This design comes from an exercise in tuning for small area, a short achievable clock period and few clock cycles per item on the open sky130 flow, not from production work.
No run shown here included a check of the RTL's function; only the layout flow was run.
Power is estimated from default activity; no workload was simulated.

File: design/flow/design.v
module ble_tx (
    input  wire       clk,
    input  wire       rst,
    input  wire       start_valid,
    output wire       start_ready,
    input  wire [5:0] start_channel,
    input  wire [1:0] start_phy,
    input  wire [4:0] start_plen,
    input  wire       in_valid,
    output wire       in_ready,
    input  wire [7:0] in_data,
    output reg        out_valid,
    input  wire       out_ready,
    output reg  [7:0] out_data,
    output reg        out_last
);
    localparam [23:0] CRC_POLY = 24'h00065B;
    localparam [23:0] CRC_INIT = 24'h555555;
    function [7:0] rev8(input [7:0] x);
        integer b;
        begin
            for (b = 0; b < 8; b = b + 1)
                rev8[b] = x[7-b];
        end
    endfunction
    function [23:0] crc8(input [23:0] c, input [7:0] d);
        integer b;
        reg [23:0] r;
        begin
            r = c;
            for (b = 7; b >= 0; b = b - 1)
                r = {r[22:0], 1'b0} ^ ((r[23] ^ d[b]) ? CRC_POLY : 24'd0);
            crc8 = r;
        end
    endfunction
    function [7:0] wbyte(input [6:0] l);
        integer b;
        reg [6:0] s;
        begin
            s = l;
            for (b = 7; b >= 0; b = b - 1) begin
                wbyte[b] = s[6];
                s = {s[5:0], s[6]} ^ (s[6] ? 7'h10 : 7'h00);
            end
        end
    endfunction
    function [6:0] lfsr8(input [6:0] l);
        integer b;
        reg [6:0] s;
        begin
            s = l;
            for (b = 0; b < 8; b = b + 1)
                s = {s[5:0], s[6]} ^ (s[6] ? 7'h10 : 7'h00);
            lfsr8 = s;
        end
    endfunction
    function [7:0] s8map(input a0, input a1);
        s8map = {a0, a0, ~a0, ~a0, a1, a1, ~a1, ~a1};
    endfunction
    reg       busy;         
    reg       pend;         
    reg [5:0] s_ch;
    reg [1:0] s_phy;
    reg [4:0] s_pl;
    assign start_ready = !busy;
    wire start_fire = start_valid && !busy;
    wire [4:0] ps      = (s_pl > 5'd25) ? s_pl - 5'd26 : s_pl + 5'd5;
    wire       ps_wrap = (s_pl > 5'd25);
    reg [7:0] mem [0:30];
    reg       ld_act;       
    reg [4:0] wslot;
    reg       wrapped;
    reg       a_in;         
    reg       all_in;       
    reg       a_rd;         
    assign in_ready = ld_act && (!wrapped || a_rd);
    wire in_fire = in_valid && in_ready;
    always @(posedge clk) begin
        if (in_fire)
            mem[wslot] <= in_data;
    end
    localparam [2:0] A_IDLE = 3'd0,
                     A_H0   = 3'd1,
                     A_H1   = 3'd2,
                     A_ADDR = 3'd3,
                     A_PAY  = 3'd4,
                     A_CRC  = 3'd5;
    reg [2:0] aph;
    reg [4:0] rslot;
    reg [1:0] ccnt;
    reg       rb_v;
    reg [7:0] rb;
    reg       rb_crc;
    reg       rb_last;
    reg       fb_v;
    reg [7:0] fb;
    reg       fb_last;
    reg [23:0] crc;
    reg [6:0]  lfsr;
    wire fb_take;           
    wire a_avail = (aph == A_H0) || (aph == A_H1) || (aph == A_CRC) ||
                   (aph == A_ADDR && a_in) || (aph == A_PAY && all_in);
    wire fb_load = rb_v && (!fb_v || fb_take);
    wire rb_load = a_avail && (!rb_v || fb_load);
    wire [7:0] pb   = rev8(rb);
    wire [7:0] bsrc = rb_crc ? crc[23:16] : pb;
    localparam [1:0] O_IDLE = 2'd0,
                     O_HDR  = 2'd1,    
                     O_FRM  = 2'd2,    
                     O_TERM = 2'd3;    
    localparam [46:0] HDR_A0_S2 = {10'h000, 37'h092e71f762};
    localparam [46:0] HDR_A1_S2 = {10'h3ff, 37'h0f99a8e07a};
    localparam [46:0] HDR_A0_S8 = {10'h000, 37'h092e71f77c};
    localparam [46:0] HDR_A1_S8 = {10'h3ff, 37'h0f99a8e06c};
    reg [1:0] oph;
    reg [5:0] ocnt;         
    reg [1:0] o_phy;
    reg [2:0] fec;          
    reg [2:0] bc;           
    reg       sk_v;
    reg [7:0] sk_d;
    reg       sk_l;
    wire adv   = !sk_v;
    wire coded = o_phy[1];
    wire s8    = o_phy[0];
    wire e_b  = (oph == O_FRM) && fb[7];
    wire e_a1 = e_b ^ fec[1] ^ fec[2];
    wire e_a0 = e_a1 ^ fec[0];
    reg [7:0] s2_byte;
    reg [2:0] s2_fec;
    always @(*) begin : s2calc
        integer k;
        reg b, x1, x0;
        s2_fec = fec;
        s2_byte = 8'd0;
        for (k = 0; k < 4; k = k + 1) begin
            b  = (oph == O_FRM) && fb[7-k];
            x1 = b ^ s2_fec[1] ^ s2_fec[2];
            x0 = x1 ^ s2_fec[0];
            s2_byte[7-2*k] = x0;
            s2_byte[6-2*k] = x1;
            s2_fec = {s2_fec[1:0], b};
        end
    end
    reg [7:0] uhdr;
    always @(*) begin
        case (ocnt[2:0])
            3'd3:    uhdr = 8'h6B;
            3'd2:    uhdr = 8'h7D;
            3'd1:    uhdr = 8'h91;
            3'd0:    uhdr = 8'h71;
            default: uhdr = 8'h55;
        endcase
    end
    wire h_a0 = s8 ? HDR_A0_S8[ocnt] : HDR_A0_S2[ocnt];
    wire h_a1 = s8 ? HDR_A1_S8[ocnt] : HDR_A1_S2[ocnt];
    reg       nv;
    reg [7:0] nb;
    reg       nl;
    reg       fb_done;      
    always @(*) begin
        nv = 1'b0;
        nb = 8'h00;
        nl = 1'b0;
        fb_done = 1'b0;
        case (oph)
            O_HDR: begin
                nv = 1'b1;
                nb = coded ? s8map(h_a0, h_a1) : uhdr;
            end
            O_FRM: begin
                nv = fb_v;
                if (!coded) begin
                    nb = fb;
                    fb_done = 1'b1;
                    nl = fb_last;
                end else if (s8) begin
                    nb = s8map(e_a0, e_a1);
                    fb_done = (bc == 3'd7);
                end else begin
                    nb = s2_byte;
                    fb_done = (bc == 3'd4);
                end
            end
            O_TERM: begin
                nv = 1'b1;
                nb = s8 ? s8map(e_a0, e_a1) : s2_byte;
                nl = (ocnt == 6'd0);
            end
            default: ;
        endcase
    end
    wire emit = adv && nv;
    assign fb_take = emit && (oph == O_FRM) && fb_done;
    wire pkt_end = emit && nl;
    wire pstart = pend && ((oph == O_IDLE) || pkt_end);
    always @(posedge clk) begin
        if (rst) begin
            busy      <= 1'b0;
            pend      <= 1'b0;
            ld_act    <= 1'b0;
            aph       <= A_IDLE;
            rb_v      <= 1'b0;
            fb_v      <= 1'b0;
            oph       <= O_IDLE;
            sk_v      <= 1'b0;
            out_valid <= 1'b0;
        end else begin
            if (start_fire) begin
                busy   <= 1'b1;
                pend   <= 1'b1;
                ld_act <= 1'b1;
            end
            if (in_fire && wslot == ps && wrapped == ps_wrap)
                ld_act <= 1'b0;
            if (rb_load) begin
                rb_v <= 1'b1;
                case (aph)
                    A_H0: aph <= A_H1;
                    A_H1: aph <= A_ADDR;
                    A_ADDR: if (rslot == 5'd0) begin
                        if (s_pl == 5'd0) begin
                            aph  <= A_CRC;
                            busy <= 1'b0;
                        end else begin
                            aph  <= A_PAY;
                        end
                    end
                    A_PAY: if (rslot == 5'd6) begin
                        aph  <= A_CRC;
                        busy <= 1'b0;
                    end
                    A_CRC: if (ccnt == 2'd2) aph <= A_IDLE;
                    default: ;
                endcase
            end else if (fb_load) begin
                rb_v <= 1'b0;
            end
            if (fb_load)
                fb_v <= 1'b1;
            else if (fb_take)
                fb_v <= 1'b0;
            if (emit) begin
                case (oph)
                    O_HDR: if (ocnt == 6'd0) oph <= O_FRM;
                    O_FRM: if (fb_done && fb_last) oph <= coded ? O_TERM : O_IDLE;
                    O_TERM: if (ocnt == 6'd0) oph <= O_IDLE;
                    default: ;
                endcase
            end
            if (pstart) begin
                pend <= 1'b0;
                oph  <= O_HDR;
                aph  <= A_H0;
            end
            if (!out_valid || out_ready) begin
                if (sk_v) begin
                    out_valid <= 1'b1;
                    sk_v      <= 1'b0;
                end else begin
                    out_valid <= emit;
                end
            end else if (emit) begin
                sk_v <= 1'b1;
            end
        end
    end
    always @(posedge clk) begin
        if (start_fire) begin
            s_ch    <= start_channel;
            s_phy   <= start_phy;
            s_pl    <= start_plen;
            wslot   <= 5'd0;
            wrapped <= 1'b0;
            a_in    <= 1'b0;
            all_in  <= 1'b0;
            a_rd    <= 1'b0;
        end
        if (in_fire) begin
            wslot <= (wslot == 5'd30) ? 5'd0 : wslot + 5'd1;
            if (wslot == 5'd30)
                wrapped <= 1'b1;
            if (!wrapped && wslot == 5'd5)
                a_in <= 1'b1;
            if (wslot == ps && wrapped == ps_wrap)
                all_in <= 1'b1;
        end
        if (rb_load) begin
            rb_crc  <= (aph == A_CRC);
            rb_last <= (aph == A_CRC) && (ccnt == 2'd2);
            case (aph)
                A_H0:    rb <= 8'h02;                        
                A_H1:    rb <= {3'b000, s_pl} + 8'd6;        
                default: rb <= mem[rslot];
            endcase
            case (aph)
                A_H1: rslot <= 5'd5;
                A_ADDR: begin
                    rslot <= (rslot == 5'd0) ? ps : rslot - 5'd1;
                    if (rslot == 5'd0) begin
                        a_rd <= 1'b1;
                        ccnt <= 2'd0;
                    end
                end
                A_PAY: begin
                    rslot <= (rslot == 5'd0) ? 5'd30 : rslot - 5'd1;
                    ccnt  <= 2'd0;
                end
                A_CRC: ccnt <= ccnt + 2'd1;
                default: ;
            endcase
        end
        if (fb_load) begin
            fb      <= bsrc ^ wbyte(lfsr);
            fb_last <= rb_last;
            crc     <= rb_crc ? {crc[15:0], 8'h00} : crc8(crc, pb);
            lfsr    <= lfsr8(lfsr);
        end else if (emit && oph == O_FRM) begin
            fb <= s8 ? {fb[6:0], 1'b0} : {fb[3:0], 4'h0};
        end
        if (emit) begin
            if (oph == O_FRM || oph == O_TERM)
                fec <= s8 ? {fec[1:0], e_b} : s2_fec;
            if (oph == O_FRM)
                bc <= fb_done ? 3'd0 : bc + (s8 ? 3'd1 : 3'd4);
            ocnt <= ocnt - 6'd1;
            if (oph == O_FRM)
                ocnt <= s8 ? 6'd2 : 6'd0;
        end
        if (pstart) begin
            o_phy <= s_phy;
            ocnt  <= s_phy[1] ? 6'd46 : (s_phy[0] ? 6'd5 : 6'd4);
            fec   <= 3'd0;
            bc    <= 3'd0;
            crc   <= CRC_INIT;
            lfsr  <= {s_ch[0], s_ch[1], s_ch[2], s_ch[3], s_ch[4], s_ch[5], 1'b1};
        end
        if (!out_valid || out_ready) begin
            out_data <= sk_v ? sk_d : nb;
            out_last <= sk_v ? sk_l : nl;
        end else if (emit) begin
            sk_d <= nb;
            sk_l <= nl;
        end
    end
endmodule
File: design/flow/run.sh
#!/bin/bash
# synth_recipe.tcl (not shown) runs the flow's synth.tcl, then flattens the netlist and writes it again
# the make line also repeats each setting of config.mk as NAME=value (left out here)
make -C /OpenROAD-flow-scripts/flow DESIGN_CONFIG=/design/flow/config.mk WORK_HOME=/design/flow/orfs CLKGATE_MAP_FILE= SYNTH_SCRIPT=/design/flow/synth_recipe.tcl finish
File: design/flow/config.mk
export PLATFORM = sky130hd
export DESIGN_NAME = ble_tx
export DESIGN_NICKNAME = ble_tx
export VERILOG_FILES = /design/flow/design.v
export SDC_FILE = /design/flow/constraint.sdc
export NUM_CORES = 4
export LEC_CHECK = 0
export CAP_MARGIN = 20
export CORE_MARGIN = 2
export CORE_UTILIZATION = 40
export CTS_BUF_LIST = sky130_fd_sc_hd__clkbuf_4 sky130_fd_sc_hd__clkbuf_8
export PLACE_DENSITY = 0.6
export SETUP_SLACK_MARGIN = 2.5
export SLEW_MARGIN = 20
File: design/flow/constraint.sdc
create_clock -name core_clock -period 5.0 [get_ports {clk}]
set_input_delay 1.0000 -clock core_clock [delete_from_list [all_inputs] [get_ports {clk}]]
set_output_delay 1.0000 -clock core_clock [all_outputs]
set_load 0.01 [all_outputs]
==> reports/qor_table.md, run 1 <==
| Group | Quantity | Reported |
|:---|:---|:---|
| status | Outcome | timing/DRC/antenna clean |
| global route | Pin count of the biggest net entering global routing | 47 |
| critical path | Type of the worst setup path | in2reg |
| timing | Minimum clock period | 2.66 ns |
| timing | Final worst setup slack | 2.34 ns |
| layout | Layout fillers | 3648 |
| clock tree | Clock root buffer | clkbuf_8 |
| layout | Share of the core filled with cells | 46.6% |
| power and ir drop | Switching power | 1890 uW |
| floorplanning | Initial cell density of the core | 40.4% |
| yosys | Synthesized instance count | 1177 |
| critical path | Startpoint of the most critical register-to-register path | wrapped$_DFF_P_ |
| power and ir drop | Flop pwr share | 49.8% |
| global route | Total congestion overflow | 0 |
| power and ir drop | Comb pwr share | 12.4% |
| flow run | Maxcap violations | 0 |
| placement | Number of port buffers | 37 |
| yosys | Number of synthesized register bits | 376 |
| timing | Number of setup violations in the final report | 0 |
| critical path | Setup slack of the most critical reg-to-reg path | 2.51 ns |
| yosys | Count of different cell masters after synthesis | 82 |
| clock tree | Clock latency on the worst-skew pair | 0.68 ns |
| global route | Via count of the first global-routing pass | 9975 |
| clock tree | Clock tree from TritonCTS | done |
| placement | Worst slack at placement | 1.62 ns |
| detailed routing | Via total after detailed routing | 10100 |
| detailed routing | Drc violations | 0 |
| timing | Worst slew pin tran | 0.838 ns |
| clock tree | Number of buffers added by the clock tree synthesis step | 61 |
| timing | Sum Neg Setup Slack | 0 ns |
| timing | Highest achievable clock rate | 376 MHz |
| global route | Global-route wire length before repair | 60300 um |
| critical path | Element type at the critical path end | flop |
| yosys | Proportion of synthesized area in mux cells | 11.5% |
| detailed routing | Antenna Nets Post-Route | 0 |
| yosys | Post-synth ARST share | 0% |
| yosys | Post-synthesis simple-gate area fraction | 8.46% |
| clock tree | H-tree depth reported by CTS | 2 |
| floorplanning | Chip Height | 210 um |
| timing | Ratio of final minimum period to clock period | 53.2% |
| detailed routing | Total wire length | 39000 um |
| worst hold path | Worst min-delay path startpoint | crc[15]$_SDFFE_PP0P_ |
| timing | RSZ-0062 raised after global routing | true |
| power and ir drop | Power density of the placed cells | 375 mW/mm^2 |
| detailed routing | Iter 0 DRT Violations | 1072 |
| clock tree | Clock slew at the register clock pins of the worst setup and hold paths | 0.06 ns |
| power and ir drop | P_leak | 0.00653 uW |
| critical path | Library cell contributing the largest single delay on the critical path | nor2_2 |
| critical path | Critical path startpoint category | input port |
| layout | Final Cell Area | 0.0195 sq mm |
| layout | Reg area | 0.0108 sq mm |
| yosys | Yosys warning total | 1 |
| placement | HPWL after detailed placement | 24700 um |
| clock tree | Count of hold-fix buffers inserted at cts | 0 |
| power and ir drop | Switching share of total power | 25.8% |
| timing | Worst Skew | 0.0199 ns |
| placement | DP Cell Count | 1701 |
| timing | Slew margin rel. | 44.1% |
| yosys | Share of synthesized cell area in full adder, half adder and majority cells | 1.77% |
| critical path | Largest fanout of any net on the critical path | 8 |
| yosys | Compound-cell area share of the yosys netlist | 7.41% |
| detailed routing | Wire length per cell after detailed routing | 21.2 um |
| yosys | Net count after synthesis | 1227 |
| global route | Initial antenna violation count | 0 |
| yosys | Mapped Avg Cell Area | 14.4 sq um |
| critical path | Cell-by-cell listing of the critical path | clkdlybuf4s50_1 -> and2_1 -> nand2_1 -> nor2_2 |
| layout | Layout overhead on the synthesized area | 15.2% |
| floorplanning | Die extent in x | 210 um |
| yosys | Predominant post-synthesis flop cell | edfxtp_1 |
| layout | Antenna cells | 0 |
| floorplanning | Die area | 0.0440 sq mm |
| detailed routing | Avg Vias per Cell | 5.48 |
| layout | Final-stage net count | 1293 |
| yosys | Largest family of logic cells by synthesized area | multiplexers |
| worst hold path | Destination of the worst hold path | crc[23]$_SDFFE_PP0P_ |
| worst hold path | Number of instances on the worst hold path | 2 |
| global route | Global-route usage over all layers | 17.9% |
| worst hold path | Class of the most critical hold timing path | reg2reg |
| critical path | FF-to-FF path depth | 4 |
| yosys | Cell Area, Synth | 0.0169 sq mm |
| floorplanning | Area inside the core boundary | 0.0419 sq mm |
| detailed routing | First-pass detailed-route iteration total | 5 |
| critical path | Data required time of the critical path | 5.31 ns |
| timing | Total count of hold-check failures in the final report | 0 |
| yosys | Sequential share of the synthesized area | 63.6% |
| placement | DP Area | 0.0178 sq mm |
| yosys | Number of enable-type register cells in the synthesized netlist | 324 |
| placement | Placer's final routability congestion estimate | 0.835 |
| layout | Final non-filler cell total | 1835 |
| power and ir drop | Peak supply drop | 0.000183 V |
| floorplanning | Ports placed on the boundary | 38 |
| critical path | Arrival time at the worst endpoint | 2.97 ns |
| power and ir drop | Clock power share | 37.8% |
| critical path | CP max stage delay | 0.57 ns |
| power and ir drop | Internal portion of total power | 5430 uW |
| timing | Final max-slew violation count | 0 |
| clock tree | Deepest clock path buffer count | 3 |
| critical path | R2r endpoint | mem[15][2]$_DFFE_PP_ |
| layout | Area used by multi-input combinational logic | 0.00599 sq mm |
| layout | Share of post-route cells with drive strength above 1 | 22.5% |
| clock tree | Number of clock sinks | 376 |
| yosys | XOR/XNOR Fraction of Synth Area | 4.83% |
| floorplanning | Floorplan row count | 75 |
==> power groups by stage <==
stage	clock network (uW)	logic, uW	registers, uW
2_1_floorplan	0	666	3670
3_3_place_gp	0	849	3730
3_5_place_dp	0	851	3730
4_1_cts	2840	882	3650
5_1_grt	2980	1000	3660
6_report	2770	908	3650
==> worst max-delay path by stage <==
stage	startpoint	end	slack, ns	depth (start not counted)
3_3_place_gp	in_valid	mem[30][3]$_DFFE_PP_	1.64	4
5_1_grt	in_valid	mem[27][7]$_DFFE_PP_	2.30	4
4_1_cts	o_phy[0]$_DFFE_PP_	crc[10]$_SDFFE_PP1P_	2.37	8
6_report	in_valid	mem[15][2]$_DFFE_PP_	2.34	4
3_5_place_dp	in_valid	mem[1][2]$_DFFE_PP_	1.62	4
2_1_floorplan	ocnt[1]$_DFFE_PP_	out_data[5]$_DFFE_PP_	2.58	9
==> area by class of cell <==
class,instances,area share (%)
Timing Repair Buffer,67,3.22
Tap cell,539,3.46
Clock inverter,26,0.924
Clock buffer,90,5.68
Inverter,28,0.655
Multi-Input combinational cell,709,30.7
Sequential cell,376,55.3
==> critical path, delay by kind of cell <==
| kind | cells | cell delay [ns] |
|---|---|---|
| buf+inv | 1 | 0.45 |
| simple gates | 3 | 1.50 |
==> state kept, by name, summed over array words and instances, names as in the netlist, 2 cells and up, named ones only <==
signal    cells
o_phy         2
s_ch          6
out_data      8
s_pl          5
fb            8
wslot         5
lfsr          7
rslot         5
ocnt          6
rb            8
ccnt          2
mem         248
aph           3
fec           3
bc            3
oph           2
sk_d          8
s_phy         2
crc          24
==> routing by layer <==
metal  up-vias  share of wire (%)  track usage, %  wire length (um)
met2       342                 46            27.2             18000
met5         -                  0               0                 0
met3        49                6.6            3.52              2560
li1       4623                  -               -                 -
met4         0                1.9            6.14               748
met1      5040                 45            25.9             17700
==> stage by stage <==
stage / hold WS [ns] / total power (uW)
after global placement: 0.440 / 4580
after CTS: 0.461 / 7370
after global routing: 0.484 / 7640
after detailed placement: 0.454 / 4580
after floorplan: 0.400 / 4340
final: 0.458 / 7320
==> synth_stat cells (4+ instances only) <==
library cell	count	share of area, %
a21oi_1	35	1.0
inv_1	21	0.47
o21ai_1	12	0.35
o211ai_1	5	0.22
a221oi_1	6	0.31
inv_2	5	0.11
nand2_1	90	2.0
nor2b_1	10	0.37
or3_1	5	0.18
nand2b_1	13	0.48
xor2_1	23	1.2
o31ai_1	12	0.53
dfxtp_1	52	6.1
nor3_1	17	0.50
mux2_2	8	0.53
o22ai_1	5	0.18
clkbuf_1	29	0.64
buf_1	5	0.11
and2_1	9	0.33
o21ai_0	34	1.0
edfxtp_1	324	57
nand3_1	23	0.68
mux4_2	67	8.9
and3_1	6	0.22
mux2i_1	34	2.0
buf_2	25	0.74
nand3b_1	7	0.31
o21a_1	5	0.22
nor2_1	108	2.4
a31oi_1	7	0.26
o221ai_1	6	0.31
a211oi_1	6	0.27
o311ai_1	4	0.21
ha_1	24	1.8
nor4_1	4	0.15
xnor2_1	59	3.1
==> placed cells by master, fill, tap and decap left out, types with 23 or more instances in the layout <==
cell type / n
edfxtp_1: 324
nand2_1: 86
nor2_1: 76
clkbuf_8: 69
mux4_2: 67
xnor2_1: 59
dfxtp_1: 46
a21oi_1: 35
o21ai_0: 34
mux2i_1: 34
nor2_2: 25
buf_4: 24
xor2_1: 23
==> cells by family after synthesis <==
family          Yosys count
xor+xnor                 87
compound gates          179
mux                     110
simple gates            309
buf+inv                  92
flops                   376
fa+ha+maj                24
==> timing repair <==
| action | CTS | global route |
|---|---|---|
| gates cloned | 0 | 0 |
| endpoints found under the hold margin | 0 | 0 |
| gates resized for setup | 53 | 50 |
| buffers inserted | 11 | 7 |
| pin swaps | 1 | 6 |
| endpoints found under the setup margin | 324 | 288 |
==> run 2: changes to the inputs <==
--- a/design/flow/config.mk
+++ b/design/flow/config.mk
@@ -10,5 +10,3 @@
 export CORE_UTILIZATION = 40
-export CTS_BUF_LIST = sky130_fd_sc_hd__clkbuf_4 sky130_fd_sc_hd__clkbuf_8
 export PLACE_DENSITY = 0.6
-export SETUP_SLACK_MARGIN = 2.5
 export SLEW_MARGIN = 20
==> reports/qor_table.md, run 2 <==
| Group | Quantity | Reported |
|:---|:---|:---|
| status | Outcome | timing/DRC/antenna clean |
| yosys | Number of synthesized register bits | 376 |
| placement | Number of port buffers | 37 |
| floorplanning | Ports placed on the boundary | 38 |
| timing | Ratio of final minimum period to clock period | 61.8% |
| yosys | Most instantiated library cell after synthesis | edfxtp_1 |
| placement | DP Area | 0.0178 sq mm |
| layout | Flip-flop count of the largest register after layout | 248 |
| critical path | Cell depth of the worst setup path | 9 |
| layout | Share of the core filled with cells | 45.7% |
| critical path | Total buffers and inverters traversed by the critical path | 3 |
| critical path | Startpoint of the most critical register-to-register path | ocnt[1]$_DFFE_PP_ |
| timing | Worst slew pin tran | 0.888 ns |
| critical path | FF-to-FF path depth | 9 |
| clock tree | Clock root buffer | clkbuf_16 |
| clock tree | Clock tree from TritonCTS | done |
| timing | Minimum clock period | 3.09 ns |
| yosys | Cell Area, Synth | 0.0169 sq mm |
| timing | Highest achievable clock rate | 324 MHz |
| critical path | Cell family with most CP delay | buffers and inverters |
| global route | Global-route usage over all layers | 17.4% |
| critical path | Data required time of the critical path | 5.44 ns |
| floorplanning | Floorplan row count | 75 |
| layout | Most common cell after layout, fill and taps aside | edfxtp_1 |
| yosys | Synthesized instance count | 1177 |
| placement | HPWL after detailed placement | 24700 um |
| global route | Via count of the first global-routing pass | 9736 |
| timing | Sum Neg Setup Slack | 0 ns |
| timing | Total count of hold-check failures in the final report | 0 |
| layout | Registers with the highest flip-flop counts | mem (248), crc (24) |
| yosys | Largest area contributor in the synthesized netlist | edfxtp_1 |
| floorplanning | Die area | 0.0440 sq mm |
| floorplanning | Initial cell density of the core | 40.4% |
| critical path | Cell-by-cell listing of the critical path | inv_1 -> ha_1 -> a31o_2 -> and2_1 -> o21ai_4 -> buf_4 -> inv_2 -> or4_1 -> o311a_1 |
| layout | Commonest cells after routing, fill and taps aside | edfxtp_1 (324), nor2_1 (108), nand2_1 (90), mux4_2 (67), xnor2_1 (59) |
| clock tree | Clock slew at the register clock pins of the worst setup and hold paths | 0.06 ns |
| detailed routing | Drc violations | 0 |
| power and ir drop | Peak supply drop | 0.000201 V |
| clock tree | Number of clock sinks | 376 |
| power and ir drop | P_leak | 0.00634 uW |
| layout | Antenna cells | 0 |
| clock tree | Clock latency on the worst-skew pair | 0.57 ns |
| detailed routing | Antenna Nets Post-Route | 0 |
| detailed routing | Wire length per cell after detailed routing | 21.2 um |
| worst hold path | Class of the most critical hold timing path | reg2reg |
| clock tree | H-tree depth reported by CTS | 2 |
| critical path | R2r endpoint | crc[10]$_SDFFE_PP1P_ |
| yosys | Count of different cell masters after synthesis | 82 |
| clock tree | Count of instances resized after the clock tree is built | 0 |
| yosys | Post-synth ARST share | 0% |
| placement | Placer's final routability congestion estimate | 0.835 |
| yosys | Synth top area share | 57.5% |
| critical path | Element type at the critical path end | flop |
| clock tree | Deepest clock path buffer count | 3 |
| critical path | Arrival time at the worst endpoint | 3.53 ns |
| yosys | Top cells by count, synth | edfxtp_1 (324), nor2_1 (108), nand2_1 (90), mux4_2 (67), xnor2_1 (59) |
| layout | Final non-filler cell total | 1775 |
| layout | Final Cell Area | 0.0191 sq mm |
| placement | DP Cell Count | 1701 |
| clock tree | Count of hold-fix buffers inserted at cts | 0 |
| yosys | Cell types occupying the most area after synthesis | edfxtp_1 (57%), mux4_2 (8.9%), dfxtp_1 (6.1%) |
| layout | Largest register by flop count | mem |
| critical path | CP max stage delay | 0.62 ns |
| layout | Final-stage net count | 1254 |
| yosys | Yosys warning total | 1 |
| critical path | Type of the worst setup path | reg2reg |
| global route | Global-route wire length before repair | 58700 um |
| detailed routing | Iter 0 DRT Violations | 1124 |
| detailed routing | Via total after detailed routing | 9815 |
| yosys | Mapped Avg Cell Area | 14.4 sq um |
| timing | Worst Skew | 0.0218 ns |
| critical path | Critical path startpoint category | flop |
| critical path | Setup slack of the most critical reg-to-reg path | 1.91 ns |
| floorplanning | Die extent in x | 210 um |
| global route | Total congestion overflow | 0 |
| global route | Pin count of the biggest net entering global routing | 47 |
| global route | Initial antenna violation count | 0 |
| detailed routing | Avg Vias per Cell | 5.53 |
| timing | RSZ-0062 raised after global routing | false |
| layout | Layout overhead on the synthesized area | 13.0% |
| yosys | Net count after synthesis | 1227 |
| power and ir drop | Power density of the placed cells | 396 mW/mm^2 |
| yosys | Number of enable-type register cells in the synthesized netlist | 324 |
| timing | Number of setup violations in the final report | 0 |
| timing | Slew margin rel. | 39.3% |
| clock tree | Number of buffers added for setup after CTS | 0 |
| critical path | End point of the critical path | crc[10]$_SDFFE_PP1P_ |
| clock tree | Number of buffers added by the clock tree synthesis step | 40 |
| critical path | Largest fanout of any net on the critical path | 38 |
| timing | Final max-slew violation count | 0 |
| critical path | Library cell contributing the largest single delay on the critical path | edfxtp_1 |
| layout | Share of post-route cells with drive strength above 1 | 14.0% |
| flow run | Maxcap violations | 0 |
| yosys | Sequential share of the synthesized area | 63.6% |
| detailed routing | Total wire length | 37600 um |
| floorplanning | Area inside the core boundary | 0.0419 sq mm |
| yosys | Predominant post-synthesis flop cell | edfxtp_1 |
| detailed routing | First-pass detailed-route iteration total | 5 |
| critical path | Critical path origin | ocnt[1]$_DFFE_PP_ |
| floorplanning | Chip Height | 210 um |
==> run 2: final cells by class <==
class                           count  area (sq um)
Fill cell                        3655         22700
Sequential cell                   376         10800
Multi-Input combinational cell    709          5770
Clock buffer                       52          1100
Tap cell                          539           674
Timing Repair Buffer               49           440
Clock inverter                     22           258
Inverter                           28           105
==> run 2: metrics by stage <==
stage	power [uW]	setup slack, ns	hold WS (ns)
floorplan	4340	2.58	0.400
global placement	4580	1.64	0.440
detailed placement	4580	1.62	0.454
CTS	7630	1.88	0.452
global route	7860	1.72	0.471
finish	7580	1.91	0.452
==> run 2: how the worst min path moves through the flow <==
| stage | cells after the start | start | endpoint | slack [ns] |
|---|---|---|---|---|
| floorplan | 0 | rb_last$_DFFE_PP_ | fb_last$_DFFE_PP_ | 0.40 |
| global placement | 2 | crc[13]$_SDFFE_PP0P_ | crc[21]$_SDFFE_PP0P_ | 0.44 |
| detailed placement | 2 | crc[13]$_SDFFE_PP0P_ | crc[21]$_SDFFE_PP0P_ | 0.45 |
| CTS | 2 | crc[15]$_SDFFE_PP0P_ | crc[23]$_SDFFE_PP0P_ | 0.45 |
| global route | 2 | crc[15]$_SDFFE_PP0P_ | crc[23]$_SDFFE_PP0P_ | 0.47 |
| finish | 2 | crc[15]$_SDFFE_PP0P_ | crc[23]$_SDFFE_PP0P_ | 0.45 |
==> run 2: metal layers <==
layer | vias to the layer above | track usage, % | part of all wire, %
li1 | 4535 | - | -
met1 | 4903 | 25.2 | 45
met2 | 328 | 26.7 | 45
met3 | 49 | 3.58 | 7.2
met4 | 0 | 4.70 | 2.1
met5 | - | 0 | 0
==> run 2: worst register-to-register path, stage by stage (launching register included) <==
cell	delay, ns
edfxtp_1	0.62
inv_1	0.16
ha_1	0.28
a31o_2	0.24
and2_1	0.17
o21ai_4	0.13
buf_4	0.30
inv_2	0.37
or4_1	0.57
o311a_1	0.13
==> run 2: cell families (layout without fill, tap and decap cells) <==
group	count (synthesis)	count (layout)	synth area share [%]
buf+inv	92	151	2.38
mux	110	110	11.5
flops	376	376	63.6
fa+ha+maj	24	24	1.77
simple gates	309	309	8.46
xor+xnor	87	87	4.83
compound gates	179	179	7.41
==> run 2: report_power, final <==
part | switching (uW) | leakage [uW] | internal (uW)
combinational | 465 | 0.00229 | 385
sequential | 123 | 0.00339 | 3540
clock | 1240 | 0.000662 | 1820
==> run 3: changes to the inputs <==
--- a/design/flow/design.v
+++ b/design/flow/design.v
@@ -72,4 +72,4 @@
     reg       wrapped;
-    reg       a_in;         
-    reg       all_in;       
+    reg       wr_en;        
+    reg [7:0] wr_data;
     reg       a_rd;         
@@ -77,6 +77,9 @@
     wire in_fire = in_valid && in_ready;
+    wire [4:0] wr_slot = (wslot == 5'd0) ? 5'd30 : wslot - 5'd1;
     always @(posedge clk) begin
-        if (in_fire)
-            mem[wslot] <= in_data;
+        if (wr_en)
+            mem[wr_slot] <= wr_data;
     end
+    wire all_in = !ld_act && !wr_en;
+    wire a_in   = wrapped || (wslot > 5'd6) || (wslot == 5'd6 && !wr_en);
     localparam [2:0] A_IDLE = 3'd0,
@@ -205,2 +208,3 @@
             oph       <= O_IDLE;
+            wr_en     <= 1'b0;
             sk_v      <= 1'b0;
@@ -215,2 +219,3 @@
                 ld_act <= 1'b0;
+            wr_en <= in_fire;
             if (rb_load) begin
@@ -274,4 +279,2 @@
             wrapped <= 1'b0;
-            a_in    <= 1'b0;
-            all_in  <= 1'b0;
             a_rd    <= 1'b0;
@@ -282,7 +285,4 @@
                 wrapped <= 1'b1;
-            if (!wrapped && wslot == 5'd5)
-                a_in <= 1'b1;
-            if (wslot == ps && wrapped == ps_wrap)
-                all_in <= 1'b1;
         end
+        wr_data <= in_data;
         if (rb_load) begin
--- a/design/flow/config.mk
+++ b/design/flow/config.mk
@@ -10,3 +10,5 @@
 export CORE_UTILIZATION = 40
+export CTS_BUF_LIST = sky130_fd_sc_hd__clkbuf_4 sky130_fd_sc_hd__clkbuf_8
 export PLACE_DENSITY = 0.6
+export SETUP_SLACK_MARGIN = 3.0
 export SLEW_MARGIN = 20
==> reports/qor_table.md, run 3 <==
| Group | Quantity | Reported |
|:---|:---|:---|
| yosys | Count of different cell masters after synthesis | 76 |
| placement | DP Area | 0.0181 sq mm |
| critical path | Critical path startpoint category | flop |
| global route | Pin count of the biggest net entering global routing | 32 |
| layout | Layout overhead on the synthesized area | 35.6% |
| timing | Final max-slew violation count | 0 |
| placement | Placer's final routability congestion estimate | 0.875 |
| yosys | Synthesized instance count | 1199 |
| yosys | Post-synth ARST share | 0% |
| yosys | Cell Area, Synth | 0.0170 sq mm |
| global route | Total congestion overflow | 0 |
| detailed routing | Drc violations | 0 |
| yosys | Mapped Avg Cell Area | 14.2 sq um |
| timing | Minimum clock period | 2.37 ns |
| critical path | Data required time of the critical path | 5.35 ns |
| timing | Number of setup violations in the final report | 0 |
| detailed routing | Total wire length | 44700 um |
| floorplanning | Area inside the core boundary | 0.0419 sq mm |
| timing | Final worst setup slack | 2.63 ns |
| placement | Number of port buffers | 37 |
| placement | Worst slack at placement | 1.65 ns |
| yosys | Cell types occupying the most area after synthesis | edfxtp_1 (57%), mux4_2 (8.4%), dfxtp_1 (7.0%) |
| flow run | Maxcap violations | 0 |
| floorplanning | Initial cell density of the core | 40.5% |
| layout | Share of the core filled with cells | 54.9% |
| critical path | Type of the worst setup path | reg2reg |
| layout | Largest register by flop count | mem |
| timing | Worst slew pin tran | 1.12 ns |
| layout | Registers with the highest flip-flop counts | mem (248), crc (24) |
| floorplanning | Die area | 0.0441 sq mm |
| critical path | Arrival time at the worst endpoint | 2.72 ns |
| floorplanning | Ports placed on the boundary | 38 |
| detailed routing | Avg Vias per Cell | 5.52 |
| timing | Slew margin rel. | 25.2% |
| layout | Area used by multi-input combinational logic | 0.00724 sq mm |
| timing | Worst Skew | 0.0413 ns |
| global route | Initial antenna violation count | 0 |
| layout | Reg area | 0.0109 sq mm |
| critical path | Largest fanout of any net on the critical path | 6 |
| placement | DP Cell Count | 1722 |
| timing | Highest achievable clock rate | 422 MHz |
| yosys | Largest area contributor in the synthesized netlist | edfxtp_1 |
| timing | RSZ-0062 raised after global routing | true |
| global route | Global-route wire length before repair | 66300 um |
| detailed routing | Antenna Nets Post-Route | 0 |
| power and ir drop | Peak supply drop | 0.000215 V |
| detailed routing | Via total after detailed routing | 11100 |
| yosys | Most instantiated library cell after synthesis | edfxtp_1 |
| power and ir drop | P_leak | 0.00778 uW |
| clock tree | Clock latency on the worst-skew pair | 0.62 ns |
| layout | Final-stage net count | 1477 |
| layout | Most common cell after layout, fill and taps aside | edfxtp_1 |
| floorplanning | Die extent in x | 210 um |
| status | Outcome | timing/DRC/antenna clean |
| clock tree | Clock tree from TritonCTS | done |
| global route | Global-route usage over all layers | 19.9% |
| floorplanning | Floorplan row count | 75 |
| yosys | Net count after synthesis | 1248 |
| clock tree | Deepest clock path buffer count | 3 |
| floorplanning | Chip Height | 210 um |
| layout | Final Cell Area | 0.0230 sq mm |
| layout | Layout fillers | 3274 |
| timing | Sum Neg Setup Slack | 0 ns |
| detailed routing | Iter 0 DRT Violations | 871 |
| layout | Antenna cells | 0 |
| layout | Share of post-route cells with drive strength above 1 | 43.7% |
| timing | Ratio of final minimum period to clock period | 47.4% |
| yosys | Predominant post-synthesis flop cell | edfxtp_1 |
| layout | Commonest cells after routing, fill and taps aside | edfxtp_1 (324), buf_4 (85), clkbuf_8 (72), mux4_2 (63), nand2_1 (60) |
| detailed routing | First-pass detailed-route iteration total | 7 |
| clock tree | Clock root buffer | clkbuf_8 |
| yosys | Number of enable-type register cells in the synthesized netlist | 324 |
| clock tree | H-tree depth reported by CTS | 3 |
| placement | HPWL after detailed placement | 24500 um |
| yosys | Synth top area share | 57.3% |
| yosys | Top cells by count, synth | edfxtp_1 (324), nand2_1 (101), nor2_1 (99), mux4_2 (63), xnor2_1 (61) |
| detailed routing | Wire length per cell after detailed routing | 22.1 um |
| power and ir drop | Power density of the placed cells | 342 mW/mm^2 |
| worst hold path | Class of the most critical hold timing path | reg2reg |
| yosys | Yosys warning total | 1 |
| global route | Via count of the first global-routing pass | 11100 |
| layout | Final non-filler cell total | 2019 |
| clock tree | Count of hold-fix buffers inserted at cts | 0 |
| clock tree | Clock slew at the register clock pins of the worst setup and hold paths | 0.06 ns |
| critical path | Element type at the critical path end | flop |
| yosys | Number of synthesized register bits | 383 |
| layout | Flip-flop count of the largest register after layout | 248 |
| timing | Total count of hold-check failures in the final report | 0 |
| yosys | Sequential share of the synthesized area | 64.3% |
| clock tree | Number of clock sinks | 383 |
| clock tree | Number of buffers added by the clock tree synthesis step | 66 |
==> run 3: routing by layer <==
metal / GRT usage, % / part of all wire [%] / vias to the layer above
li1: - / - / 5055
met1: 26.0 / 41 / 5659
met2: 33.6 / 51 / 341
met3: 3.78 / 4.9 / 90
met4: 6.70 / 2.8 / 0
met5: 0 / 0 / -
==> run 3: area by class of cell <==
type	count	share of cell area, %
flip-flops and latches	383	47.6
multi-input cells	725	31.5
repair buffers	215	11.0
clock buffers	105	5.38
well taps	539	2.93
inverters	30	0.745
repair inverters	7	0.478
clock inverters	15	0.440
==> run 3: worst paths after layout <==
path,end,cells past startpoint,slack [ns],startpoint
worst min register to register,fb_last$_DFFE_PP_,0,0.44,rb_last$_DFFE_PP_
worst min-delay path,fb_last$_DFFE_PP_,0,0.44,rb_last$_DFFE_PP_
worst max-delay path,rb[1]$_DFFE_PP_,9,2.63,flop
worst max register to register,rb[1]$_DFFE_PP_,9,2.63,flop
==> run 3: repair_timing <==
action	CTS	global route
buffers inserted	127	34
cloned	14	2
pin swaps	95	70
gates resized for setup	338	107
setup endpoints to repair	399	392
==> run 3: per-stage QoR <==
step	hold slack [ns]	total power [uW]
2_1_floorplan	0.400	4440
3_3_place_gp	0.420	4650
3_5_place_dp	0.431	4660
4_1_cts	0.431	7810
5_1_grt	0.453	8190
6_report	0.441	7880
==> run 3: logic make-up after synthesis <==
| family | share of synthesized area, % |
|---|---|
| DFF | 64.3 |
| and+or+nand+nor | 8.06 |
| AOI/OAI and AO/OA | 8.24 |
| muxes | 10.8 |
| buffers and inverters | 2.27 |
| xor gates and xnor gates | 4.67 |
| adders and majority gates | 1.70 |
==> run 3: critical path, stage by stage, from the launching register on <==
cell	delay, ns
dfxtp_4	0.39
buf_12	0.12
buf_12	0.13
buf_4	0.13
mux4_2	0.48
nor2b_1	0.16
a211oi_2	0.22
a211oi_2	0.09
a211oi_2	0.30
a21oi_1	0.08
==> run 3: where the power goes <==
part	internal (uW)	total, uW	switching, uW
registers	3600	3760	166
logic	597	1240	647
clock network	1590	2870	1280
==> run 4: changes to the inputs <==
--- a/design/flow/design.v
+++ b/design/flow/design.v
@@ -96,2 +96,4 @@
     reg       rb_crc;
+    reg       rb_h0;        
+    reg       rb_h1;        
     reg       rb_last;
@@ -108,3 +110,13 @@
     wire [7:0] pb   = rev8(rb);
-    wire [7:0] bsrc = rb_crc ? crc[23:16] : pb;
+    reg  [7:0] bsrc;
+    always @(*) begin
+        if (rb_crc)
+            bsrc = crc[23:16];
+        else if (rb_h0)
+            bsrc = 8'h40;                             
+        else if (rb_h1)
+            bsrc = rev8({3'b000, s_pl} + 8'd6);       
+        else
+            bsrc = pb;
+    end
     localparam [1:0] O_IDLE = 2'd0,
@@ -290,7 +302,5 @@
             rb_last <= (aph == A_CRC) && (ccnt == 2'd2);
-            case (aph)
-                A_H0:    rb <= 8'h02;                        
-                A_H1:    rb <= {3'b000, s_pl} + 8'd6;        
-                default: rb <= mem[rslot];
-            endcase
+            rb_h0   <= (aph == A_H0);
+            rb_h1   <= (aph == A_H1);
+            rb      <= mem[rslot];
             case (aph)
@@ -315,3 +325,3 @@
             fb_last <= rb_last;
-            crc     <= rb_crc ? {crc[15:0], 8'h00} : crc8(crc, pb);
+            crc     <= rb_crc ? {crc[15:0], 8'h00} : crc8(crc, bsrc);
             lfsr    <= lfsr8(lfsr);
--- a/design/flow/config.mk
+++ b/design/flow/config.mk
@@ -10,5 +10,7 @@
 export CORE_UTILIZATION = 40
-export CTS_BUF_LIST = sky130_fd_sc_hd__clkbuf_4 sky130_fd_sc_hd__clkbuf_8
+export CTS_BUF_LIST = sky130_fd_sc_hd__clkbuf_16
+export CTS_CLUSTER_DIAMETER = 100
+export CTS_CLUSTER_SIZE = 30
 export PLACE_DENSITY = 0.6
-export SETUP_SLACK_MARGIN = 3.0
+export SETUP_SLACK_MARGIN = 2.5
 export SLEW_MARGIN = 20
==> reports/qor_table.md, run 4 <==
| Group | Quantity | Reported |
|:---|:---|:---|
| status | Outcome | timing/DRC/antenna clean |
| critical path | Data required time of the critical path | 5.47 ns |
| layout | Share of post-route cells with drive strength above 1 | 23.7% |
| timing | RSZ-0062 raised after global routing | true |
| global route | Pin count of the biggest net entering global routing | 51 |
| worst hold path | Class of the most critical hold timing path | reg2reg |
| floorplanning | Die area | 0.0441 sq mm |
| yosys | Top cells by count, synth | edfxtp_1 (326), nand2_1 (93), nor2_1 (90), mux4_2 (72), xnor2_1 (63) |
| clock tree | Count of hold-fix buffers inserted at cts | 0 |
| layout | Layout overhead on the synthesized area | 15.8% |
| timing | Number of setup violations in the final report | 0 |
| floorplanning | Floorplan row count | 75 |
| clock tree | Number of buffers added by the clock tree synthesis step | 17 |
| power and ir drop | Peak supply drop | 0.000376 V |
| detailed routing | Avg Vias per Cell | 5.52 |
| yosys | Net count after synthesis | 1224 |
| placement | Number of port buffers | 37 |
| critical path | Cell-by-cell listing of the critical path | inv_2 -> ha_1 -> nand2b_4 -> a21oi_4 -> mux2i_4 -> xor3_2 -> xor2_1 -> or3_1 -> a31oi_1 |
| layout | Largest register by flop count | mem |
| floorplanning | Chip Height | 210 um |
| timing | Worst Skew | 0.0260 ns |
| yosys | Predominant post-synthesis flop cell | edfxtp_1 |
| clock tree | Number of clock sinks | 380 |
| yosys | Number of synthesized register bits | 380 |
| detailed routing | Met3 routed wirelength | 1550 um |
| detailed routing | Wire length per cell after detailed routing | 21.6 um |
| floorplanning | Area inside the core boundary | 0.0419 sq mm |
| yosys | Mapped Avg Cell Area | 14.5 sq um |
| clock tree | H-tree depth reported by CTS | 1 |
| power and ir drop | Switching share of total power | 27.1% |
| clock tree | Clock tree from TritonCTS | done |
| floorplanning | Ports placed on the boundary | 38 |
| power and ir drop | Clock power share | 24.8% |
| detailed routing | Iter 0 DRT Violations | 792 |
| timing | Sum Neg Setup Slack | 0 ns |
| layout | Most common cell after layout, fill and taps aside | edfxtp_1 |
| timing | Minimum clock period | 2.56 ns |
| global route | Global-route usage over all layers | 17.3% |
| critical path | CP max stage delay | 0.41 ns |
| detailed routing | Routed met2 length | 19600 um |
| detailed routing | Antenna Nets Post-Route | 0 |
| clock tree | Clock latency on the worst-skew pair | 0.55 ns |
| timing | Slew margin rel. | 29.1% |
| power and ir drop | Internal portion of total power | 4840 uW |
| detailed routing | Highest metal layer with signal wires | met4 |
| critical path | Largest fanout of any net on the critical path | 2 |
| detailed routing | Sum of routed wire segments on met1 | 17000 um |
| timing | Final max-slew violation count | 0 |
| detailed routing | Total wire length | 38900 um |
| clock tree | Deepest clock path buffer count | 3 |
| timing | Ratio of final minimum period to clock period | 51.1% |
| layout | Final-stage net count | 1307 |
| yosys | Synthesized instance count | 1174 |
| clock tree | Clock slew at the register clock pins of the worst setup and hold paths | 0.12 ns |
| layout | Share of the core filled with cells | 46.9% |
| yosys | Yosys warning total | 1 |
| power and ir drop | Power density of the placed cells | 338 mW/mm^2 |
| timing | Highest achievable clock rate | 391 MHz |
| floorplanning | Initial cell density of the core | 40.5% |
| power and ir drop | P_leak | 0.00645 uW |
| power and ir drop | Flop pwr share | 56.8% |
| yosys | Cell Area, Synth | 0.0170 sq mm |
| global route | Via count of the first global-routing pass | 9773 |
| placement | Worst slack at placement | 1.60 ns |
| yosys | Largest area contributor in the synthesized netlist | edfxtp_1 |
| global route | Total congestion overflow | 0 |
| layout | Registers with the highest flip-flop counts | mem (248), crc (24) |
| yosys | Most instantiated library cell after synthesis | edfxtp_1 |
| timing | Final worst setup slack | 2.44 ns |
| yosys | Count of different cell masters after synthesis | 72 |
| detailed routing | Via total after detailed routing | 9971 |
| critical path | Element type at the critical path end | flop |
| layout | Antenna cells | 0 |
| power and ir drop | Comb pwr share | 18.4% |
| clock tree | Clock root buffer | clkbuf_16 |
| critical path | Arrival time at the worst endpoint | 3.03 ns |
| layout | Final Cell Area | 0.0197 sq mm |
| yosys | Sequential share of the synthesized area | 64.1% |
| placement | Placer's final routability congestion estimate | 0.838 |
| placement | DP Area | 0.0179 sq mm |
| yosys | Cell types occupying the most area after synthesis | edfxtp_1 (58%), mux4_2 (9.6%), dfxtp_1 (6.4%) |
| timing | Total count of hold-check failures in the final report | 0 |
| layout | Layout fillers | 3600 |
| critical path | Critical path startpoint category | flop |
| yosys | Post-synth ARST share | 0% |
| floorplanning | Die extent in x | 210 um |
| global route | Global-route wire length before repair | 58200 um |
| placement | HPWL after detailed placement | 23700 um |
| critical path | Library cell contributing the largest single delay on the critical path | edfxtp_1 |
| global route | Initial antenna violation count | 0 |
| layout | Commonest cells after routing, fill and taps aside | edfxtp_1 (326), nand2_1 (91), mux4_2 (72), buf_4 (70), xnor2_1 (62) |
| layout | Flip-flop count of the largest register after layout | 248 |
| detailed routing | Drc violations | 0 |
| critical path | Type of the worst setup path | reg2reg |
| flow run | Maxcap violations | 0 |
| yosys | Synth top area share | 57.7% |
| power and ir drop | Switching power | 1800 uW |
| timing | Worst slew pin tran | 1.06 ns |
| detailed routing | First-pass detailed-route iteration total | 7 |
| yosys | Number of enable-type register cells in the synthesized netlist | 326 |
-- run 4: metrics by stage --
| step | power [uW] | cells | hold slack [ns] |
|---|---|---|---|
| final | 6650 | 1805 | 0.444 |
| after global routing | 6920 | 1805 | 0.455 |
| after CTS | 6630 | 1773 | 0.442 |
| after detailed placement | 4890 | 1699 | 0.412 |
| after global placement | 4880 | 1699 | 0.419 |
| after floorplan | 4610 | 1174 | 0.400 |
-- run 4: cell type report --
type                       instances  area [sq um]  area share, %
clock buffer                      17           425           2.16
clock inverter                    11          75.1          0.382
inverter                          31           124          0.630
tap                              539           674           3.43
multi-input combinational        700          6200           31.5
timing repair inverter             1          7.51         0.0382
sequential                       380         10900           55.4
timing repair buffer             126          1270           6.47
-- run 4: worst paths after layout --
path,startpoint,to,slack (ns),cells past startpoint
setup / recovery,s_pl[1]$_DFFE_PP_,crc[9]$_SDFFE_PP0P_,2.44,9
hold / removal,rb_last$_DFFE_PP_,fb_last$_DFFE_PP_,0.44,0
setup reg to reg,s_pl[1]$_DFFE_PP_,crc[9]$_SDFFE_PP0P_,2.44,9
hold reg to reg,rb_last$_DFFE_PP_,fb_last$_DFFE_PP_,0.44,0
-- run 4: cell families after synthesis --
| kind of cell | after synthesis | share of synthesized area, % |
|---|---|---|
| AOI/OAI and AO/OA | 183 | 7.01 |
| xor gates and xnor gates | 84 | 4.50 |
| adders and majority gates | 24 | 1.77 |
| buffers and inverters | 94 | 2.27 |
| DFF | 380 | 64.1 |
| muxes | 115 | 12.2 |
| and+or+nand+nor | 294 | 8.17 |
-- run 4: what timing repair did --
| action | 4_1_cts | 5_1_grt |
|---|---|---|
| resized for setup | 88 | 55 |
| buffers inserted | 43 | 30 |
| gates cloned | 3 | 2 |
| setup endpoints to repair | 356 | 313 |
| pin swaps | 10 | 13 |
-- run 4: power groups by stage --
stage	sequential, uW	clock, uW	combinational (uW)
2_1_floorplan	3790	0	821
3_3_place_gp	3870	0	1010
3_5_place_dp	3870	0	1020
4_1_cts	3780	1690	1160
5_1_grt	3800	1780	1330
6_report	3780	1650	1220
-- run 4: worst max-delay path, delay by kind of cell (launching register included) --
kind | cells | cell delay [ns]
xor+xnor | 2 | 0.51
simple gates | 2 | 0.48
flops | 1 | 0.41
compound gates | 2 | 0.39
fa+ha+maj | 1 | 0.32
mux | 1 | 0.30
buf+inv | 1 | 0.05
-- run 4: layer usage --
layer / GRT usage (%) / up-vias
li1: - / 4613
met1: 23.4 / 5084
met2: 30.3 / 220
met3: 2.09 / 54
met4: 3.72 / 0
met5: 0 / -
==> run 5: changes to the inputs <==
--- a/design/flow/design.v
+++ b/design/flow/design.v
@@ -63,7 +63,7 @@
     reg [1:0] s_phy;
-    reg [4:0] s_pl;
+    reg [5:0] s_len;        
     assign start_ready = !busy;
     wire start_fire = start_valid && !busy;
-    wire [4:0] ps      = (s_pl > 5'd25) ? s_pl - 5'd26 : s_pl + 5'd5;
-    wire       ps_wrap = (s_pl > 5'd25);
+    wire       ps_wrap = s_len[5];
+    wire [4:0] ps      = ps_wrap ? s_len[4:0] : s_len[4:0] - 5'd1;
     reg [7:0] mem [0:30];
@@ -117,3 +117,3 @@
         else if (rb_h1)
-            bsrc = rev8({3'b000, s_pl} + 8'd6);       
+            bsrc = rev8({2'b00, s_len});       
         else
@@ -238,3 +238,3 @@
                     A_ADDR: if (rslot == 5'd0) begin
-                        if (s_pl == 5'd0) begin
+                        if (s_len == 6'd6) begin
                             aph  <= A_CRC;
@@ -288,3 +288,3 @@
             s_phy   <= start_phy;
-            s_pl    <= start_plen;
+            s_len   <= {1'b0, start_plen} + 6'd6;
             wslot   <= 5'd0;
@@ -350,3 +350,4 @@
             out_last <= sk_v ? sk_l : nl;
-        end else if (emit) begin
+        end
+        if (!sk_v) begin
             sk_d <= nb;
==> reports/qor_table.md, run 5 <==
| Group | Quantity | Reported |
|:---|:---|:---|
| status | Outcome | timing/DRC/antenna clean |
| yosys | Number of synthesized register bits | 381 |
| timing | Minimum clock period | 2.46 ns |
| timing | Slew margin rel. | 25.1% |
| global route | Initial antenna violation count | 0 |
| timing | Ratio of final minimum period to clock period | 49.2% |
| clock tree | Clock tree from TritonCTS | done |
| placement | Worst slack at placement | 1.83 ns |
| yosys | Compound-cell area share of the yosys netlist | 6.26% |
| worst hold path | Worst min-delay path startpoint | crc[11]$_SDFFE_PP0P_ |
| floorplanning | Die extent in x | 208 um |
| detailed routing | Avg Vias per Cell | 5.44 |
| layout | Layout overhead on the synthesized area | 12.0% |
| critical path | FF-to-FF path depth | 6 |
| critical path | Element type at the critical path end | flop |
| floorplanning | Initial cell density of the core | 40.8% |
| timing | Highest achievable clock rate | 407 MHz |
| timing | Sum Neg Setup Slack | 0 ns |
| detailed routing | Via total after detailed routing | 9356 |
| yosys | Largest family of logic cells by synthesized area | multiplexers |
| placement | Placer's final routability congestion estimate | 0.830 |
| yosys | Sequential share of the synthesized area | 64.6% |
| timing | Hold_ws | 0.464 ns |
| layout | Share of the core filled with cells | 45.7% |
| yosys | Cell types occupying the most area after synthesis | edfxtp_1 (57%), mux4_2 (9.7%), dfxtp_1 (7.5%) |
| timing | Final worst setup slack | 2.54 ns |
| yosys | Synthesized instance count | 1150 |
| power and ir drop | Peak supply drop | 0.000223 V |
| power and ir drop | Power density of the placed cells | 335 mW/mm^2 |
| global route | Global-route usage over all layers | 16.6% |
| detailed routing | Antenna Nets Post-Route | 0 |
| flow run | Maxcap violations | 0 |
| critical path | Setup slack of the most critical reg-to-reg path | 2.54 ns |
| timing | Number of setup violations in the final report | 0 |
| yosys | Proportion of synthesized area in mux cells | 12.3% |
| yosys | Post-synth ARST share | 0% |
| clock tree | Number of clock sinks | 381 |
| critical path | Startpoint of the most critical register-to-register path | rslot[0]$_DFFE_PP_ |
| yosys | Synth top area share | 57.1% |
| detailed routing | First-pass detailed-route iteration total | 5 |
| power and ir drop | Switching power | 1590 uW |
| power and ir drop | Clock power share | 26.7% |
| yosys | Largest area contributor in the synthesized netlist | edfxtp_1 |
| layout | Flip-flop count of the largest register after layout | 248 |
| layout | Most common cell after layout, fill and taps aside | edfxtp_1 |
| detailed routing | Drc violations | 0 |
| critical path | Largest fanout of any net on the critical path | 8 |
| floorplanning | Area inside the core boundary | 0.0410 sq mm |
| timing | Worst Skew | 0.0358 ns |
| worst hold path | Number of instances on the worst hold path | 2 |
| clock tree | Count of hold-fix buffers inserted at cts | 0 |
| yosys | Net count after synthesis | 1196 |
| global route | Via count of the first global-routing pass | 9034 |
| layout | Commonest cells after routing, fill and taps aside | edfxtp_1 (318), nand2_1 (83), mux4_2 (72), nor2_1 (67) |
| power and ir drop | Flop pwr share | 59.7% |
| floorplanning | Ports placed on the boundary | 38 |
| critical path | Critical path startpoint category | flop |
| clock tree | H-tree depth reported by CTS | 1 |
| yosys | Share of synthesized cell area in full adder, half adder and majority cells | 1.50% |
| floorplanning | Floorplan row count | 74 |
| global route | Global-route wire length before repair | 55500 um |
| detailed routing | Iter 0 DRT Violations | 897 |
| yosys | Mapped Avg Cell Area | 14.5 sq um |
| layout | Area used by multi-input combinational logic | 0.00577 sq mm |
| yosys | XOR/XNOR Fraction of Synth Area | 4.67% |
| layout | Registers with the highest flip-flop counts | mem (248), crc (24) |
| global route | Total congestion overflow | 0 |
| critical path | Type of the worst setup path | reg2reg |
| yosys | Most instantiated library cell after synthesis | edfxtp_1 |
| layout | Antenna cells | 0 |
| timing | Final max-slew violation count | 0 |
| critical path | Data required time of the critical path | 5.29 ns |
| yosys | Cell Area, Synth | 0.0167 sq mm |
| layout | Final-stage net count | 1224 |
| detailed routing | Total wire length | 36300 um |
| detailed routing | Wire length per cell after detailed routing | 21.1 um |
| timing | Total count of hold-check failures in the final report | 0 |
| layout | Share of post-route cells with drive strength above 1 | 18.8% |
| placement | Number of port buffers | 37 |
| global route | Pin count of the biggest net entering global routing | 76 |
| power and ir drop | Overall power of the completed layout | 6280 uW |
| yosys | Post-synthesis simple-gate area fraction | 8.25% |
| power and ir drop | Comb pwr share | 13.6% |
| timing | RSZ-0062 raised after global routing | true |
| floorplanning | Die area | 0.0435 sq mm |
| yosys | Number of enable-type register cells in the synthesized netlist | 318 |
| worst hold path | Destination of the worst hold path | crc[19]$_SDFFE_PP0P_ |
| yosys | Count of different cell masters after synthesis | 70 |
| clock tree | Number of buffers added by the clock tree synthesis step | 17 |
| critical path | Arrival time at the worst endpoint | 2.74 ns |
| yosys | Top cells by count, synth | edfxtp_1 (318), nor2_1 (98), nand2_1 (84), mux4_2 (72), dfxtp_1 (63) |
| power and ir drop | Internal portion of total power | 4690 uW |
| yosys | Yosys warning total | 1 |
| clock tree | Clock latency on the worst-skew pair | 0.53 ns |
| critical path | R2r endpoint | rb[2]$_DFFE_PP_ |
| power and ir drop | P_leak | 0.00607 uW |
| worst hold path | Class of the most critical hold timing path | reg2reg |
| layout | Reg area | 0.0108 sq mm |
| power and ir drop | Switching share of total power | 25.3% |
| layout | Largest register by flop count | mem |
| timing | Worst slew pin tran | 1.12 ns |
| layout | Layout fillers | 3586 |
| clock tree | Clock root buffer | clkbuf_16 |
| clock tree | Clock slew at the register clock pins of the worst setup and hold paths | 0.11 ns |
| placement | HPWL after detailed placement | 22900 um |
| clock tree | Deepest clock path buffer count | 3 |
| floorplanning | Chip Height | 208 um |
| yosys | Predominant post-synthesis flop cell | edfxtp_1 |
## run 5: cell count changes after synthesis, sizes merged, moves of 9 or more
cell	before	now
buf	15	24
dfxtp	54	63
nand2	93	84
xnor2	63	52
xor2	19	32
## run 5: critical path: stages, from the launching register on
cell      delay, ns
edfxtp_1       0.35
buf_6          0.16
buf_12         0.15
buf_16         0.17
mux4_2         0.51
mux4_2         0.54
mux2_4         0.32
## run 5: final cells by class
type / count / share of cell area (%)
Tap cell: 532 / 3.55
Timing Repair Buffer: 75 / 4.32
Inverter: 27 / 0.688
Sequential cell: 381 / 57.8
Multi-Input combinational cell: 676 / 30.8
Clock buffer: 17 / 2.27
Clock inverter: 13 / 0.594
## run 5: routing by layer
layer / GRT usage, % / routed length [um]
met5: 0 / 0
met4: 3.77 / 665
met3: 2.19 / 1570
met2: 25.7 / 16800
met1: 25.0 / 17300
## run 5: worst max path at each step
stage | startpoint | end | cells after the start
after floorplan | wslot[0]$_SDFFCE_PP0P_ | mem[22][0]$_DFFE_PP_ | 9
after global placement | o_phy[0]$_DFFE_PP_ | fb[5]$_DFFE_PP_ | 7
final | rslot[0]$_DFFE_PP_ | rb[2]$_DFFE_PP_ | 6
after CTS | wslot[1]$_SDFFCE_PP0P_ | mem[2][4]$_DFFE_PP_ | 6
after detailed placement | o_phy[0]$_DFFE_PP_ | fb[5]$_DFFE_PP_ | 7
after global routing | wslot[0]$_SDFFCE_PP0P_ | mem[9][2]$_DFFE_PP_ | 6
## run 5: cell families after synthesis
group | Yosys count
AOI/OAI and AO/OA | 168
xor gates and xnor gates | 85
adders and majority gates | 20
buffers and inverters | 93
DFF | 381
muxes | 111
and+or+nand+nor | 292
## run 5: metrics by stage
| step | std cells | area (sq um) |
|---|---|---|
| after floorplan | 1150 | 16800 |
| after global placement | 1659 | 17600 |
| after detailed placement | 1659 | 17600 |
| after CTS | 1705 | 18500 |
| after global routing | 1721 | 18700 |
| final | 1721 | 18700 |
## run 5: power by group through the flow
stage / Combinational (uW) / Sequential [uW] / Clock (uW)
2_1_floorplan: 643 / 3760 / 0
3_3_place_gp: 777 / 3840 / 0
3_5_place_dp: 780 / 3840 / 0
4_1_cts: 821 / 3760 / 1730
5_1_grt: 946 / 3780 / 1830
6_report: 855 / 3750 / 1670
## run 5: timing repair
action                                  4_1_cts  5_1_grt
pin swaps                                     0       13
gates cloned                                  3        1
buffers inserted                             13       15
endpoints found under the setup margin      345      262
gates resized for setup                      52       34
==> run 6: changes to the inputs <==
--- a/design/flow/config.mk
+++ b/design/flow/config.mk
@@ -14,3 +14,3 @@
 export PLACE_DENSITY = 0.6
-export SETUP_SLACK_MARGIN = 2.5
+export SETUP_SLACK_MARGIN = 2.75
 export SLEW_MARGIN = 20
==> reports/qor_table.md, run 6 <==
| Group | Quantity | Reported |
|:---|:---|:---|
| status | Outcome | timing/DRC/antenna clean |
| yosys | Number of synthesized register bits | 381 |
| yosys | Net count after synthesis | 1196 |
| clock tree | Clock root buffer | clkbuf_16 |
| power and ir drop | Peak supply drop | 0.000282 V |
| layout | Registers with the highest flip-flop counts | mem (248), crc (24) |
| yosys | Most instantiated library cell after synthesis | edfxtp_1 |
| floorplanning | Floorplan row count | 74 |
| global route | Pin count of the biggest net entering global routing | 76 |
| timing | Ratio of final minimum period to clock period | 49.0% |
| critical path | Arrival time at the worst endpoint | 2.76 ns |
| floorplanning | Ports placed on the boundary | 38 |
| floorplanning | Die extent in x | 208 um |
| layout | Final-stage net count | 1298 |
| yosys | Yosys warning total | 1 |
| critical path | Type of the worst setup path | reg2reg |
| clock tree | Clock slew at the register clock pins of the worst setup and hold paths | 0.12 ns |
| yosys | Sequential share of the synthesized area | 64.6% |
| power and ir drop | P_leak | 0.00659 uW |
| yosys | Number of enable-type register cells in the synthesized netlist | 318 |
| timing | Slew margin rel. | 30.9% |
| layout | Commonest cells after routing, fill and taps aside | edfxtp_1 (318), buf_4 (78), nand2_1 (77), mux4_2 (72), nor2_1 (62) |
| timing | Minimum clock period | 2.45 ns |
| yosys | Count of different cell masters after synthesis | 70 |
| worst hold path | Class of the most critical hold timing path | reg2reg |
| floorplanning | Die area | 0.0435 sq mm |
| timing | Sum Neg Setup Slack | 0 ns |
| global route | Initial antenna violation count | 0 |
| clock tree | Count of hold-fix buffers inserted at cts | 0 |
| clock tree | Number of clock sinks | 381 |
| yosys | Mapped Avg Cell Area | 14.5 sq um |
| yosys | Post-synth ARST share | 0% |
| floorplanning | Area inside the core boundary | 0.0410 sq mm |
| detailed routing | Avg Vias per Cell | 5.45 |
| floorplanning | Initial cell density of the core | 40.8% |
| yosys | Cell types occupying the most area after synthesis | edfxtp_1 (57%), mux4_2 (9.7%), dfxtp_1 (7.5%) |
| critical path | Critical path startpoint category | flop |
| detailed routing | Iter 0 DRT Violations | 826 |
| yosys | Synthesized instance count | 1150 |
| global route | Global-route usage over all layers | 17.4% |
| clock tree | H-tree depth reported by CTS | 1 |
| detailed routing | First-pass detailed-route iteration total | 5 |
| layout | Most common cell after layout, fill and taps aside | edfxtp_1 |
| detailed routing | Total wire length | 38500 um |
| yosys | Synth top area share | 57.1% |
| yosys | Cell Area, Synth | 0.0167 sq mm |
| yosys | Largest area contributor in the synthesized netlist | edfxtp_1 |
| detailed routing | Via total after detailed routing | 9783 |
| clock tree | Clock tree from TritonCTS | done |
| timing | Final max-slew violation count | 0 |
| yosys | Top cells by count, synth | edfxtp_1 (318), nor2_1 (98), nand2_1 (84), mux4_2 (72), dfxtp_1 (63) |
| layout | Antenna cells | 0 |
| floorplanning | Chip Height | 208 um |
| clock tree | Number of buffers added by the clock tree synthesis step | 17 |
| timing | Highest achievable clock rate | 408 MHz |
| detailed routing | Drc violations | 0 |
| timing | Number of setup violations in the final report | 0 |
| placement | HPWL after detailed placement | 22900 um |
| yosys | Predominant post-synthesis flop cell | edfxtp_1 |
| layout | Share of post-route cells with drive strength above 1 | 27.8% |
| layout | Flip-flop count of the largest register after layout | 248 |
| global route | Global-route wire length before repair | 58300 um |
| placement | Number of port buffers | 37 |
| critical path | Element type at the critical path end | flop |
| detailed routing | Wire length per cell after detailed routing | 21.5 um |
| flow run | Maxcap violations | 0 |
| critical path | Largest fanout of any net on the critical path | 7 |
| clock tree | Deepest clock path buffer count | 3 |
| timing | Worst Skew | 0.0289 ns |
| clock tree | Clock latency on the worst-skew pair | 0.56 ns |
| critical path | Data required time of the critical path | 5.31 ns |
| global route | Total congestion overflow | 0 |
| timing | Total count of hold-check failures in the final report | 0 |
| placement | Placer's final routability congestion estimate | 0.802 |
| layout | Layout overhead on the synthesized area | 18.8% |
| layout | Largest register by flop count | mem |
| timing | RSZ-0062 raised after global routing | true |
| power and ir drop | Power density of the placed cells | 325 mW/mm^2 |
| detailed routing | Antenna Nets Post-Route | 0 |
| global route | Via count of the first global-routing pass | 9572 |
| timing | Worst slew pin tran | 1.03 ns |
| layout | Share of the core filled with cells | 48.4% |
## run 6: cell counts after synthesis
Identical to the previous run, type by type.
## run 6: kinds of logic (layout without fill, tap and decap cells)
family          after synthesis  after routing  share of synthesized area [%]
flops                       381            381                           64.6
buf+inv                      93            205                           2.40
compound gates              168            168                           6.26
fa+ha+maj                    20             20                           1.50
simple gates                292            293                           8.25
xor+xnor                     85             85                           4.67
mux                         111            111                           12.3
## run 6: layout make-up
class / count / area, sq um
well taps: 532 / 666
multi-input cells: 677 / 6130
clock buffers: 17 / 425
repair buffers: 148 / 1570
inverters: 27 / 131
clock inverters: 13 / 108
flip-flops and latches: 381 / 10800
fillers: 3452 / 21200
## run 6: layer usage
metal	share of wire (%)	wire length [um]	track usage, %
met1	44	16900	24.2
met2	49	19000	29.1
met3	4.3	1680	2.11
met4	2.3	882	4.37
met5	0	0	0
## run 6: worst paths after layout
check                                          to  cells past startpoint                from  slack, ns
worst min-delay path            fb_last$_DFFE_PP_                      0   rb_last$_DFFE_PP_       0.44
worst max register to register    rb[3]$_DFFE_PP_                      6  rslot[0]$_DFFE_PP_       2.55
worst min register to register  fb_last$_DFFE_PP_                      0   rb_last$_DFFE_PP_       0.44
worst max-delay path              rb[3]$_DFFE_PP_                      6  rslot[0]$_DFFE_PP_       2.55
## run 6: metrics by stage
stage          area, sq um  std cells  setup slack (ns)  hold WS, ns  power (uW)
2_1_floorplan        16800       1150              2.69        0.400        4400
3_3_place_gp         17600       1660              1.70        0.403        4620
3_5_place_dp         17600       1660              1.65        0.411        4640
4_1_cts              19300       1761              2.57        0.438        6400
5_1_grt              19900       1795              2.54        0.449        6710
6_report             19900       1795              2.55        0.439        6460
## run 6: what timing repair did
action / 4_1_cts / 5_1_grt
gates cloned: 4 / 2
pin swaps: 24 / 28
setup endpoints to repair: 383 / 239
buffers inserted: 67 / 32
resized for setup: 134 / 63
endpoints found under the hold margin: 0 / 0
## run 6: critical path: stages, from the launching register on
cell and delay [ns]:
edfxtp_1 0.40, buf_6 0.15, buf_12 0.14, buf_16 0.16
mux4_2 0.52, mux4_2 0.51, mux2_4 0.31
## run 6: report_power, final
part / internal, uW / switching (uW) / total, uW
registers: 3590 / 145 / 3740
logic: 479 / 532 / 1010
clock network: 703 / 1010 / 1710

[re-timing with driven ports]
In the flow no input, the clock included, has a driving cell. The finished layouts below were timed again as built, in two steps.
Step 1 sets driving cells, clkbuf_16 on the clock port and buf_2 on the other inputs (assumed; they add their load-dependent delay and slew).
Step 2 also shifts input and output timing later by t, the mid clock arrival at the registers, as if the neighbouring blocks saw the same clock.
a / b / c = ideal ports / drivers / drivers and shift; a / b = the first two.
| run | t (ns) | setup WS [ns] |
|---|---|---|
| run 1 | 0.722 | 2.341 / 2.344 / 1.622 |
| run 2 | 0.613 | 1.910 / 1.910 / 1.502 |
| run 3 | 0.655 | 2.628 / 2.628 / 2.341 |
| run 4 | 0.589 | 2.444 / 2.444 / 2.073 |
| run 5 | 0.575 | 2.542 / 2.529 / 2.129 |
| run 6 | 0.599 | 2.551 / 2.551 / 2.325 |
After both steps every run listed still meets setup and hold.
